What follows belongs to an exercise in optimizing a design on an open flow for small area, a short achievable clock period and few clock cycles per item; a production flow would make more cautious choices. Function was checked by simulation only, so behaviour that the tests miss may differ from the original. Power figures rest on the tool's default switching activity, not on a simulated workload.

Setup of v38:
==> flow/design.v (excerpt) <==
module hdrs_enc (
    input  wire        clk,
    input  wire        rst,
    input  wire        cmd_valid,
    output wire        cmd_ready,
    input  wire        cmd_op,         
    input  wire        cmd_crc_init,   
    input  wire [4:0]  cmd_nsym,
    input  wire [2:0]  cmd_t4,
    input  wire [6:0]  cmd_t8,
    input  wire        sym_valid,
    output wire        sym_ready,
    input  wire [31:0] sym_data,
    output wire        out_valid,
    input  wire        out_ready,
    output wire [7:0]  out_data,
    output wire        done,
    output wire        done_err,
    output wire [4:0]  done_count,
    output wire [6:0]  done_bytes,
    output wire [31:0] done_crc
);
    localparam OP_REF = 1'b0;
    localparam OP_ENC = 1'b1;
    localparam EP_CRC = 2'd0;    
    localparam EP_BM  = 2'd1;    
    localparam EP_FLD = 2'd2;    
    localparam C_T4  = 2'd0;
    localparam C_T8  = 2'd1;
    localparam C_T32 = 2'd2;
    localparam C_UNC = 2'd3;
    function [31:0] crc_update;
        input [31:0] st;
        input [7:0]  b;
        integer k;
        reg [31:0] c;
        begin
            c = st ^ {24'd0, b};
            for (k = 0; k < 8; k = k + 1)
                c = c[0] ? ((c >> 1) ^ 32'hEDB88320) : (c >> 1);
            crc_update = c;
        end
    endfunction
    function [8:0] carries8;
        input [7:0] g;
        input [7:0] p;
        input       cin;
        reg   [7:0] gg, pp, gn, pn;
        integer i, k;
        begin
            gg = g;
            pp = p;
            for (k = 1; k < 8; k = k * 2) begin
                gn = gg;
                pn = pp;
                for (i = k; i < 8; i = i + 1) begin
                    gn[i] = gg[i] | (pp[i] & gg[i - k]);
                    pn[i] = pp[i] & pp[i - k];
                end
                gg = gn;
                pp = pn;
  ...
Size in the first run: ~4500 cells after synthesis, about 980 flip-flops, about 110 I/O pins, ~47000 µm² of cells after synthesis.
Settings: LEC_CHECK=0, ABC_CLOCK_PERIOD_IN_PS=2500, CAP_MARGIN=20, CORE_MARGIN=2, CORE_UTILIZATION=65, PLACE_DENSITY=0.75, SETUP_SLACK_MARGIN=5, SLEW_MARGIN=20, TNS_END_PERCENT=20; clock period 9.0 ns.
standard.sh (not shown) runs the stock make flow with config.mk's settings and CLKGATE_MAP_FILE= SYNTH_SCRIPT=/design/flow/synth_recipe.tcl, a recipe that flattens the netlist after the stock synthesis.
==> flow/flow/run.sh <==
#!/bin/bash
# The standard layout, with adders left to ABC as plain gates instead of mapped to
# the platform's full/half adder cells (ADDER_MAP_FILE empty). Synthesis is otherwise
# the standard one, so the registers are the standard synthesis's.
set -euo pipefail
bash standard.sh ADDER_MAP_FILE= finish > standard.log 2>&1
Testbench counts of v38, summed over its fixed seeds: cycles 13,589, symbols 9,235.
Here is what was changed in the inputs of v44 compared with v38.
Settings: ABC_CLOCK_PERIOD_IN_PS: 2500 -> 4000.
--- outcome ---
- The count of clock-buffer cells in the layout on v44 is in line with that on v38.
- For sequential share of power, v38 and v44 come out practically identical.
- Leakage dissipation of v44 is on par with v38.
- From v44 to v38, post-route worst setup slack did not move at all.
- There was hardly any difference in synthesized area between v38 and v44.
- Per-instance average area after synthesis: v38 vs v44 — no meaningful difference
- Data required time of the critical path essentially unchanged between v38 and v44.
- Compared v38 against v44; final design area excluding fillers within noise.
- v38 and v44 ended up with roughly the same combinational power.
- Comparing v38 against v44, there is no change at all in number of sequential cells.
- v44 -> v38: share of cell area taken by flip-flops and latches delta 0, exact match
## Diff of input files: v8 against v44
==> flow/run.sh (new file) <==
#!/bin/bash
# synth_recipe.tcl (not shown) runs the flow's synth.tcl, then flattens the netlist and writes it again
# the make line also repeats each setting of config.mk as NAME=value (left out here)
make -C /OpenROAD-flow-scripts/flow DESIGN_CONFIG=/design/flow/config.mk WORK_HOME=/design/flow/orfs CLKGATE_MAP_FILE= SYNTH_SCRIPT=/design/flow/synth_recipe.tcl finish
removed: flow/flow/run.sh
removed: flow/standard.sh
==> summary.txt <==
On part of the cycle the worst path needs, the lower figure sits with v8, not v44.
Measured against each other, v8 and v44 differ in vias after detailed routing, the higher figure coming from v8.
In the reports for v8 and v44, the smaller largest net degree at the start of global routing belongs to v8.
Diff v8 and v44: sequential share of layout area higher in v44
Final cell area excluding filler cells of v8 exceeds that of v44 slightly.
v8 against v44: part of the power in the clock network held steady; area of the mapped netlist grew by about 1.1%.

========
Setup of main:
Another version of the RTL of hdrs_enc (not shown whole).
For scale: about 4,500 cells after synthesis, ~980 flip-flops, roughly 110 I/O pins.
export LEC_CHECK = 0
export CAP_MARGIN = 20
export CORE_MARGIN = 2
export CORE_UTILIZATION = 65
export PLACE_DENSITY = 0.75
export SETUP_SLACK_MARGIN = 5
export SLEW_MARGIN = 20
export TNS_END_PERCENT = 5
create_clock -name core_clock -period 9.0 [get_ports {clk}]
==> flow/flow/run.sh <==
#!/bin/bash
# The standard layout, with adders left to ABC as plain gates instead of mapped to
# the platform's full/half adder cells (ADDER_MAP_FILE empty). Synthesis is otherwise
# the standard one, so the registers are the standard synthesis's.
set -euo pipefail
bash standard.sh ADDER_MAP_FILE= finish > standard.log 2>&1
Testbench counts of main, summed over its fixed seeds: cycles 13,589, symbols 9,235.
## Diff of input files: the feature branch against main
Settings: changing TNS_END_PERCENT from 5 to 20; changing PLACE_DENSITY from 0.75 to 0.85; setting ABC_CLOCK_PERIOD_IN_PS to 4000 for the first time; changing CORE_UTILIZATION from 65 to 75.
In the feature branch, the relative contribution of the clock network to total power came out 0.4 points below the value in main. When the final numbers for main and the feature branch were put side by side, the combinational fraction of design power turned out to be greater in the feature branch. Compared with main, in the feature branch DRC violations left held, post-layout instance area went down about 0.35%, routed wire length went up about 8%.

========
Starting RTL as in the previous note.
Design hdrs_enc, start of the top module:
module hdrs_enc (
    input  wire        clk,
    input  wire        rst,
    input  wire        cmd_valid,
    output wire        cmd_ready,
    input  wire        cmd_op,         
    input  wire        cmd_crc_init,   
    input  wire [4:0]  cmd_nsym,
    input  wire [2:0]  cmd_t4,
    input  wire [6:0]  cmd_t8,
    input  wire        sym_valid,
    output wire        sym_ready,
    input  wire [31:0] sym_data,
    output wire        out_valid,
    input  wire        out_ready,
    output wire [7:0]  out_data,
    output wire        done,
    output wire        done_err,
    output wire [4:0]  done_count,
    output wire [6:0]  done_bytes,
    output wire [31:0] done_crc
);
==> flow/config.mk <==
export PLATFORM = sky130hd
export DESIGN_NAME = hdrs_enc
export DESIGN_NICKNAME = hdrs_enc
export VERILOG_FILES = /design/flow/design.v
export SDC_FILE = /design/flow/constraint.sdc
export NUM_CORES = 4
export LEC_CHECK = 0
export CAP_MARGIN = 0
export CORE_MARGIN = 2
export CORE_UTILIZATION = 65
export PLACE_DENSITY = 0.75
export SETUP_SLACK_MARGIN = 5
export SLEW_MARGIN = 0
export TNS_END_PERCENT = 5
==> flow/constraint.sdc <==
create_clock -name core_clock -period 9.0 [get_ports {clk}]
set_input_delay 1.8000 -clock core_clock [delete_from_list [all_inputs] [get_ports {clk}]]
set_output_delay 1.8000 -clock core_clock [all_outputs]
set_load 0.01 [all_outputs]
Scripts as last shown in full above: flow/flow/run.sh
The baseline produced a clean layout.
Testbench counts at the start, summed over its fixed seeds: cycles 13,589, symbols 9,235.
Edit:
- ABC_CLOCK_PERIOD_IN_PS: not set -> 4000
- CAP_MARGIN: 0 -> 20
- SLEW_MARGIN: 0 -> 20
- TNS_END_PERCENT: 5 -> 20
Outcome: The changed run finished clean; combinational power is about the same; wire length goes up by about 0.5%; sequential cell count is unchanged; maximum frequency rises by 0.56%.

-- afterwards: timing with drivers on the ports --
No port has a modelled driver above. Below, the same layouts with a new extraction and two added sets of constraints.
Step 1 sets driving cells, clkbuf_16 on the clock port and buf_2 on the other inputs (assumed; they add their load-dependent delay and slew).
Step 2 adds t to the input delays and takes it off the output delays; t is the mean of the earliest and latest rising clock arrival at the registers after step 1. Input paths then give back, and output paths get back, about the clock's delay inside the block.
Three values: ideal ports, drivers, drivers and shift; two values: the first two.
| run | shift t [ns] | setup WS [ns] | worst setup path at the end | latest minus earliest clock arrival (ns) | worst register clock-pin slew, ns |
|---|---|---|---|---|---|
| v38 | 0.733 | 4.912 / 4.844 / 4.336 | input to register | 0.031 / 0.030 | 0.07 / 0.07 |
| v44 | 0.733 | 4.912 / 4.844 / 4.336 | input to register | 0.031 / 0.030 | 0.07 / 0.07 |
| v8 | 0.740 | 5.014 / 5.058 / 4.322 | input to register | 0.053 / 0.053 | 0.07 / 0.07 |
| main | 0.734 | 5.040 / 5.040 / 4.457 | input to register | 0.036 / 0.035 | 0.07 / 0.07 |
| the feature branch | 0.728 | 4.925 / 4.925 / 4.484 | input to register | 0.041 / 0.041 | 0.07 / 0.07 |
| the first run of note 3 | 0.724 | 5.018 / 5.018 / 4.434 | input to register | 0.028 / 0.028 | 0.07 / 0.07 |
| the second run of note 3 | 0.734 | 5.040 / 5.040 / 4.457 | input to register | 0.036 / 0.035 | 0.07 / 0.07 |
After both steps every run listed still meets setup and hold. For v8, which loses most, drivers alone change the setup slack by +0.044 ns; drivers and shift together by -0.692 ns.
